Source: an optimization exercise on an open RTL-to-GDS flow (aim: small area). Production flows keep margins and buffers that such runs may drop.
Where RTL was checked, it was by simulation tests only, not by an equivalence proof against the original.

==> fjord: inputs <==
Design io22_core, start of the top module:
module io22_core (
    input             clk,
    input             rst,           
    input             cmd_valid,
    input             cmd_edge,
    input      [63:0] cmd_word,
    output            cmd_ready,
    output reg        done,          
    output     [31:0] result,        
    output            ser_data,
    output            ser_clk,
    output            ser_latch,
    output            oe_n
);
export LEC_CHECK = 0
export CAP_MARGIN = 20
export CORE_MARGIN = 2
export CORE_UTILIZATION = 40
export CTS_BUF_LIST = sky130_fd_sc_hd__clkbuf_4
export CTS_CLUSTER_DIAMETER = 45
export CTS_CLUSTER_SIZE = 10
export SLEW_MARGIN = 20
create_clock -name core_clock -period 20.0 [get_ports {clk}]
standard.sh (not shown) runs the stock make flow with config.mk's settings and CLKGATE_MAP_FILE= SYNTH_SCRIPT=/design/flow/synth_recipe.tcl, a recipe that flattens the netlist after the stock synthesis.
==> flow/flow/run.sh <==
#!/bin/bash
set -euo pipefail
export BUFFER_PORTS_ARGS="-buffer_cell sky130_fd_sc_hd__buf_1"
bash standard.sh > standard_flow.log 2>&1
==> inputs of harbor, as changes to fjord <==
- CORE_UTILIZATION: 40 -> 60
- CTS_BUF_LIST: sky130_fd_sc_hd__clkbuf_4 -> sky130_fd_sc_hd__clkbuf_8
- CTS_CLUSTER_DIAMETER: 45 -> 50
- CTS_CLUSTER_SIZE: 10 -> 18
- PLACE_DENSITY: default -> 0.7
==> impl_metrics.env <==
export IMPL_htreeDepth=3
export IMPL_outcome="finished clean"
export IMPL_multi_input_comb_area_mm2=0.00540
export IMPL_drive_gt1_share_pct=11.2
export IMPL_clkbuf_count=103
export IMPL_ff_latch_area_mm2=0.0170
export IMPL_wirelength_met1_um=22700
export IMPL_finalCritPeriodShare_pct=45.2
[end of results for fjord]
==> impl_metrics.env <==
export IMPL_drive_gt1_share_pct=9.03
export IMPL_htreeDepth=2
export IMPL_wirelength_met1_um=20600
export IMPL_ff_latch_area_mm2=0.0170
export IMPL_finalCritPeriodShare_pct=44.2
export IMPL_multi_input_comb_area_mm2=0.00539
export IMPL_clkbuf_count=59
export IMPL_outcome="finished clean"
[end of results for harbor]

---

==> 09-02: inputs <==
io22_core, a different RTL version from the one above (not shown whole).
==> flow/config.mk <==
export PLATFORM = sky130hd
export DESIGN_NAME = io22_core
export DESIGN_NICKNAME = io22_core
export VERILOG_FILES = /design/flow/design.v
export SDC_FILE = /design/flow/constraint.sdc
export NUM_CORES = 4
export LEC_CHECK = 0
export CAP_MARGIN = 20
export CORE_MARGIN = 2
export CORE_UTILIZATION = 40
export CTS_BUF_LIST = sky130_fd_sc_hd__clkbuf_8
export CTS_CLUSTER_DIAMETER = 70
export CTS_CLUSTER_SIZE = 18
export SLEW_MARGIN = 20
==> flow/constraint.sdc <==
create_clock -name core_clock -period 20.0 [get_ports {clk}]
set_input_delay 4.0000 -clock core_clock [delete_from_list [all_inputs] [get_ports {clk}]]
set_output_delay 4.0000 -clock core_clock [all_outputs]
set_load 0.01 [all_outputs]
Scripts as last shown in full above: flow/flow/run.sh
==> 11-18 (differences from 09-02) <==
--- a/flow/design.v
+++ b/flow/design.v
@@ -19,14 +19,34 @@
                      C_SYMBOL   = 4'd4,
                      C_DIGITS   = 4'd5,
                      C_MESSAGE  = 4'd6,
                      C_TIMER    = 4'd7,
                      C_SELECTOR = 4'd8,
                      C_THORDER  = 4'd9;
     localparam [1:0] ST_STOPPED = 2'd0, ST_LOW = 2'd1, ST_HIGH = 2'd2;
+    function [15:0] glyph(input [3:0] c);
+        case (c)
+            4'd0:  glyph = 16'h2010;
+            4'd1:  glyph = 16'h2619;
+            4'd2:  glyph = 16'h2204;
+            4'd3:  glyph = 16'h2600;
+            4'd4:  glyph = 16'h2409;
+            4'd5:  glyph = 16'h2402;
+            4'd6:  glyph = 16'h2002;
+            4'd7:  glyph = 16'h2618;
+            4'd8:  glyph = 16'h2000;
+            4'd9:  glyph = 16'h2400;
+            4'd10: glyph = 16'h261F;
+            4'd11: glyph = 16'h220B;
+            4'd12: glyph = 16'h200E;
+            4'd13: glyph = 16'h2006;
+            4'd14: glyph = 16'h220F;
+            default: glyph = 16'h2617;
+        endcase
+    endfunction
     function [3:0] sym_code(input [4:0] s);
         case (s)
             5'd11: sym_code = 4'd0;
             5'd12: sym_code = 4'd11;
             5'd13: sym_code = 4'd12;
             5'd14: sym_code = 4'd13;
             5'd15: sym_code = 4'd14;
@@ -124,17 +144,15 @@
     reg [63:0]  to0, to1, to2, to3;
     reg [63:0]  st0, st1, st2, st3;
     reg [63:0]  mk_l;
     reg [31:0]  last_l, acc_l;        
     reg [31:0]  thl_l, thu_l, ths_l;  
     reg [31:0]  res_l;                
     reg [7:0]   ta_l;                 
-    reg [15:0]  dl;
-    reg [3:0]   cc;                   
-    reg         dd_f, dd_c, dd_q;     
+    reg [3:0]   code0, code1, code2, code3;
     reg         dp1, dp2;
     reg         colon;
     reg [7:0]   rb_l;                 
     reg         oe;
     reg [1:0]   f_state;
     reg         fault;
     reg [3:0]   cause;
@@ -166,30 +184,29 @@
     wire o_trem   = okc && (op == 8'h44);
     wire o_ftick  = okc && (op == 8'h51);
     wire o_refr   = okc && (op == 8'h30);
     wire o_num    = okc && (op == 8'h11);
     wire o_fset   = okc && (op == 8'h52);
     wire ex_edge  = cmd_edge && !fault;
     wire t_win = o_tcfg || o_tstart || o_ttick || o_trem;
-    wire o_dbrd   = okc && (op == 8'h15);
-    wire need0 = t_win || o_ftick || o_refr || o_dbrd;
+    wire need0 = t_win || o_ftick || o_refr;
     wire [1:0] eph = (ph == 2'd0 && !need0) ? (o_tstop ? 2'd1 : 2'd2) : ph;
     wire twin = (cnt[5] == tid[0]);
     wire wok = (eph == 2'd0) ? (t_win ? twin : o_refr ? (wi == 3'd7) : 1'b1) :
                (eph == 2'd1) ? twin : 1'b1;
-    wire inwin = cmd_valid && !busy && !clr && ((o_num ? (cnt == 8'd0) : first) || pv);
+    wire inwin = cmd_valid && !busy && !clr && (first || pv);
     wire fire  = inwin && wok;
-    wire fin   = ((eph != 2'd0) && !(o_num && wi != 3'd7)) || o_refr || o_trem || o_tcfg || o_tstart;
+    wire fin   = (eph != 2'd0) || o_refr || o_trem || o_tcfg || o_tstart;
     wire accept = rdy && cmd_valid;
     assign cmd_ready = rdy;
     wire p0 = fire && (eph == 2'd0);
     wire slot = fire && twin && (bi[4:3] == tid[2:1]);
     wire p1 = slot && (eph == 2'd1 || (eph == 2'd0 && (o_tcfg || o_tstart)));
     wire p2 = fire && fin;
-    wire [4:0] tidx = o_num ? {1'b0, ~cnt[7:4]} : bi;
+    wire [4:0] tidx = o_num ? {1'b0, ~bi[3:0]} : bi;
     wire tbit  = ft[tidx];
     wire bbit  = fb[cnt[2:0]];
     wire sp_i  = (bi[4:1] != 4'hF) && acc_l[2];
     reg to_t, st_t;
     always @* begin
         case (tid[2:1])
             2'd0: begin to_t = to0[0]; st_t = st0[0]; end
@@ -238,17 +255,24 @@
             endcase
         end
     end
     wire order_ok = g_lu_n && g_us_n;
     localparam [31:0] TH_L0 = 32'd10000, TH_U0 = 32'd20000, TH_S0 = 32'd500000;
     wire [2:0] rmi = a_ge8 ? 3'd0 : fa[2:0];      
     wire [1:0] psel = busy ? cnt[7:6] : fa[1:0];
-    localparam [15:0] G0 = 16'hCC12, G1 = 16'hFC60, G2 = 16'hF404, G3 = 16'h5C92,
-                      G4 = 16'h8483, G9 = 16'hCC8E, G10 = 16'h86BA;
-    wire [15:0] gl = {5'b00100, G10[cc], G9[cc], 4'b0000, G4[cc], G3[cc], G2[cc], G1[cc], G0[cc]};
+    reg  [3:0] code_s;
+    always @* begin
+        case (psel)
+            2'd0: code_s = code0;
+            2'd1: code_s = code1;
+            2'd2: code_s = code2;
+            default: code_s = code3;
+        endcase
+    end
+    wire [15:0] gl = glyph(code_s);
     wire dp_s = (psel == 2'd1) ? dp1 : (psel == 2'd2) ? dp2 : 1'b1;
     wire [15:0] dbv = {psel == 2'd3, psel == 2'd0, dp_s, psel == 2'd2, psel == 2'd1,
                        gl[10:9], 4'b0000, gl[4:0]};
     wire [4:0] fk   = cnt[5:1];
     wire [4:0] vidx = busy ? {fk[4:3], ~fk[2:0]} : (op[0] && op[5]) ? {2'b10, rmi} : bi;
     wire [2:0] rbi = sub3(vidx[2:0], cnt[2:0]);
     wire vbit = vidx[4] ? rb_l[rbi] : dbv[vidx[3:0]];
@@ -313,34 +337,36 @@
         bw1 <= bw1_n; cy2 <= cy2_n; bw3 <= bw3_n; bw2 <= bw2_n;
         g_sil <= g_sil_n; g_lu <= g_lu_n; g_us <= g_us_n;
         g_sps_lt <= g_sps_lt_n; g_sps_gt <= g_sps_gt_n;
         g_spu <= g_spu_n; g_spl <= g_spl_n;
     end
     wire colon_en = (op == 8'h13) ? fa[0] : !colon;
     wire [2:0] nd = fa[2:0];            
-    wire [1:0] dj = cnt[1:0];                  
-    wire [1:0] dp = ~cnt[3:2];                 
+    wire dab  = p2 && o_num && bi[4];                     
+    wire nclr = p2 && o_num && (bi[4:2] == 3'b011);       
+    wire wdig = p2 && okc && (op == 8'h10) && (bi[4:2] == 3'b000);
+    wire wmsg = p2 && okc && (op == 8'h12) && (bi[4:2] == 3'b000);
+    wire [1:0] kb = ~bi[1:0];
     wire [3:0] scode = sym_code(fb[4:0]);
-    wire [3:0] mcode = msg_code(fa[1:0], dp);
-    wire inch = nd[2] || (nd[1] && nd[0] && dp != 2'd3) || (nd[1] && !nd[0] && !dp[1]) ||
-                (!nd[1] && nd[0] && dp == 2'd0);
-    wire [1:0] ndm1 = {nd[2] || (nd[1] && nd[0]), nd[2] || (nd[1] && !nd[0])};
-    wire isp  = (dp == ndm1) && (dj == 2'd0);
-    wire ge5  = dl[3] || (dl[2] && (dl[1] || dl[0]));
-    wire ddf  = (dj == 2'd0) ? ge5 : dd_f;
-    wire dda  = ddf && !dj[1];
-    wire ddc  = (dj != 2'd0) && dd_c;
-    wire dds  = dl[0] ^ dda ^ ddc;
-    wire ddco = (dl[0] && dda) || ((dl[0] || dda) && ddc);
-    wire nnew = isp ? tbit : (cnt[7:4] == 4'd0) ? 1'b0 : dd_q;
-    wire wnum = fire && o_num && inch;
-    wire wdig = p2 && okc && (op == 8'h10) && (dp == fa[1:0]);
-    wire wmsg = p2 && okc && (op == 8'h12);
-    wire dl_in = clr ? cnt[0] : wnum ? nnew : wdig ? scode[dj] : wmsg ? mcode[dj] : dl[0];
-    wire [1:0] pl = (busy || o_refr) ? (cnt[7:6] + {1'b0, cnt[5] && cnt[4]}) : fa[1:0];
+    wire [3:0] m0 = msg_code(fa[1:0], 2'd0), m1 = msg_code(fa[1:0], 2'd1),
+               m2 = msg_code(fa[1:0], 2'd2), m3 = msg_code(fa[1:0], 2'd3);
+    wire [3:0] c0 = dab ? dd(code0) : code0;
+    wire [3:0] c1 = dab ? dd(code1) : code1;
+    wire [3:0] c2 = dab ? dd(code2) : code2;
+    wire [3:0] c3 = dab ? dd(code3) : code3;
+    wire nsh = dab || nclr;
+    wire sh0 = clr || (wdig && fa[1:0] == 2'd0) || wmsg || nsh;
+    wire sh1 = clr || (wdig && fa[1:0] == 2'd1) || wmsg || (nsh && (nd[2] || nd[1]));
+    wire sh2 = clr || (wdig && fa[1:0] == 2'd2) || wmsg || (nsh && (nd[2] || (nd[1] && nd[0])));
+    wire sh3 = clr || (wdig && fa[1:0] == 2'd3) || wmsg || (nsh && nd[2]);
+    wire sb = clr ? !cnt[0] : wdig ? scode[kb] : 1'b0;
+    wire s0 = sb || (wmsg && m0[kb]) || (dab && ((!nd[2] && !nd[1]) ? tbit : c1[3]));
+    wire s1 = sb || (wmsg && m1[kb]) || (dab && ((nd[1] && !nd[0]) ? tbit : c2[3]));
+    wire s2 = sb || (wmsg && m2[kb]) || (dab && ((nd[1] && nd[0]) ? tbit : c3[3]));
+    wire s3 = sb || (wmsg && m3[kb]) || (dab && tbit);
     wire rmj = (rmi == j3);
     reg rb_in, ta_in;
     always @* begin
         rb_in = rb_l[0];
         if (clr)
             rb_in = 1'b0;
         else if (p2 && okc && op == 8'h20)
@@ -358,19 +384,18 @@
             if (o_tcfg || o_tstop || (o_ttick && exp_r)) ta_in = 1'b0;
             if (o_tstart) ta_in = 1'b1;
         end
     end
     always @(posedge clk) begin
         rb_l <= {rb_in, rb_l[7:1]};
         ta_l <= {ta_in, ta_l[7:1]};
-        dl   <= {dl_in, dl[15:1]};
-        dd_f <= ddf;
-        dd_c <= ddco;
-        dd_q <= dds;
-        if (cnt[3:0] == {~pl, 2'b00}) cc <= dl[3:0];
+        if (sh0) code0 <= {c0[2:0], s0};
+        if (sh1) code1 <= {c1[2:0], s1};
+        if (sh2) code2 <= {c2[2:0], s2};
+        if (sh3) code3 <= {c3[2:0], s3};
     end
     always @(posedge clk) begin
         if (rst) begin
             cnt      <= 8'd0;
             clr      <= 1'b1;
             dp1 <= 1'b1; dp2 <= 1'b1;
             colon    <= 1'b0;
==> 12-01 (differences from 09-02) <==
--- a/flow/design.v
+++ b/flow/design.v
@@ -20,34 +20,26 @@
                      C_DIGITS   = 4'd5,
                      C_MESSAGE  = 4'd6,
                      C_TIMER    = 4'd7,
                      C_SELECTOR = 4'd8,
                      C_THORDER  = 4'd9;
     localparam [1:0] ST_STOPPED = 2'd0, ST_LOW = 2'd1, ST_HIGH = 2'd2;
     function [3:0] sym_code(input [4:0] s);
-        case (s)
-            5'd11: sym_code = 4'd0;
-            5'd12: sym_code = 4'd11;
-            5'd13: sym_code = 4'd12;
-            5'd14: sym_code = 4'd13;
-            5'd15: sym_code = 4'd14;
-            5'd16: sym_code = 4'd15;
-            default: sym_code = s[3:0];
-        endcase
+        sym_code = (s == 5'd11) ? 4'd0 : (s[3:0] | {s[4], 1'b0, s[4], s[4]});
     endfunction
     function [3:0] msg_code(input [1:0] m, input [1:0] p);
         case ({m, p})
             4'b01_10: msg_code = 4'd0;
-            4'b01_11: msg_code = 4'd11;
+            4'b01_11: msg_code = 4'd12;
             4'b10_01: msg_code = 4'd0;
-            4'b10_10: msg_code = 4'd12;
-            4'b10_11: msg_code = 4'd12;
-            4'b11_01: msg_code = 4'd13;
-            4'b11_10: msg_code = 4'd14;
-            4'b11_11: msg_code = 4'd14;
+            4'b10_10: msg_code = 4'd13;
+            4'b10_11: msg_code = 4'd13;
+            4'b11_01: msg_code = 4'd14;
+            4'b11_10: msg_code = 4'd15;
+            4'b11_11: msg_code = 4'd15;
             default:  msg_code = 4'd10;
         endcase
     endfunction
     function [2:0] sub3(input [2:0] a, input [2:0] b);
         reg br0, br1;
         begin
             br0 = !a[0] && b[0];
@@ -238,16 +230,16 @@
             endcase
         end
     end
     wire order_ok = g_lu_n && g_us_n;
     localparam [31:0] TH_L0 = 32'd10000, TH_U0 = 32'd20000, TH_S0 = 32'd500000;
     wire [2:0] rmi = a_ge8 ? 3'd0 : fa[2:0];      
     wire [1:0] psel = busy ? cnt[7:6] : fa[1:0];
-    localparam [15:0] G0 = 16'hCC12, G1 = 16'hFC60, G2 = 16'hF404, G3 = 16'h5C92,
-                      G4 = 16'h8483, G9 = 16'hCC8E, G10 = 16'h86BA;
+    localparam [15:0] G0 = 16'h9C12, G1 = 16'hFC60, G2 = 16'hEC04, G3 = 16'hB492,
+                      G4 = 16'h0C83, G9 = 16'h9C8E, G10 = 16'h0EBA;
     wire [15:0] gl = {5'b00100, G10[cc], G9[cc], 4'b0000, G4[cc], G3[cc], G2[cc], G1[cc], G0[cc]};
     wire dp_s = (psel == 2'd1) ? dp1 : (psel == 2'd2) ? dp2 : 1'b1;
     wire [15:0] dbv = {psel == 2'd3, psel == 2'd0, dp_s, psel == 2'd2, psel == 2'd1,
                        gl[10:9], 4'b0000, gl[4:0]};
     wire [4:0] fk   = cnt[5:1];
     wire [4:0] vidx = busy ? {fk[4:3], ~fk[2:0]} : (op[0] && op[5]) ? {2'b10, rmi} : bi;
     wire [2:0] rbi = sub3(vidx[2:0], cnt[2:0]);
--- a/flow/config.mk
+++ b/flow/config.mk
@@ -5,10 +5,10 @@
 export SDC_FILE = /design/flow/constraint.sdc
 export NUM_CORES = 4
 export LEC_CHECK = 0
 export CAP_MARGIN = 20
 export CORE_MARGIN = 2
 export CORE_UTILIZATION = 40
 export CTS_BUF_LIST = sky130_fd_sc_hd__clkbuf_8
-export CTS_CLUSTER_DIAMETER = 70
-export CTS_CLUSTER_SIZE = 18
+export CTS_CLUSTER_DIAMETER = 80
+export CTS_CLUSTER_SIZE = 20
 export SLEW_MARGIN = 20
==> notes <==
Final area: 12-01 < 09-02 < 11-18. Synthesized cell count: 09-02 is higher than 12-01 (3.0%). In 11-18 the via count is larger than in 12-01, by about 8%. Clock skew, highest first: 12-01, 11-18, 09-02. The highest critical path depth belongs to 09-02, the lowest to 11-18. Against 11-18, the worst hold slack of 12-01 is better by 0.0058 ns. Against 12-01, the worst setup slack of 11-18 is lower by 0.13 ns.
For 11-18, only the layout was checked, not whether the RTL still works.

-- port drivers added, routing unchanged --
No port has a modelled driver above. Below, the same layouts with a new extraction and two added sets of constraints.
Step 1 (the two cells are an assumption about what drives the block):
set clk [get_ports {clk}]
set_driving_cell -lib_cell sky130_fd_sc_hd__clkbuf_16 $clk
set_driving_cell -lib_cell sky130_fd_sc_hd__buf_2 [delete_from_list [all_inputs] $clk]
Step 2, shift: input delay + t, output delay - t, t = (earliest + latest rising clock arrival at the registers) / 2. This alone moves slack from input paths to output paths.
Three values: ideal, step 1, step 2; two values: the first two.
run | t, ns | setup slack, ns | worst data-port slew with drivers (ns)
fjord | 0.895 | 10.967 / 10.981 / 10.086 | 0.07
harbor | 0.718 | 11.157 / 11.190 / 10.472 | 0.04
09-02 | 0.714 | 9.748 / 9.779 / 9.065 | 0.08
11-18 | 0.722 | 10.510 / 10.490 / 9.768 | 0.07
12-01 | 0.705 | 10.643 / 10.669 / 9.965 | 0.04
After both steps setup and hold are still met in every run listed. The setup slack of fjord, which loses most, moves by +0.014 ns with the drivers and by -0.881 ns with both steps.
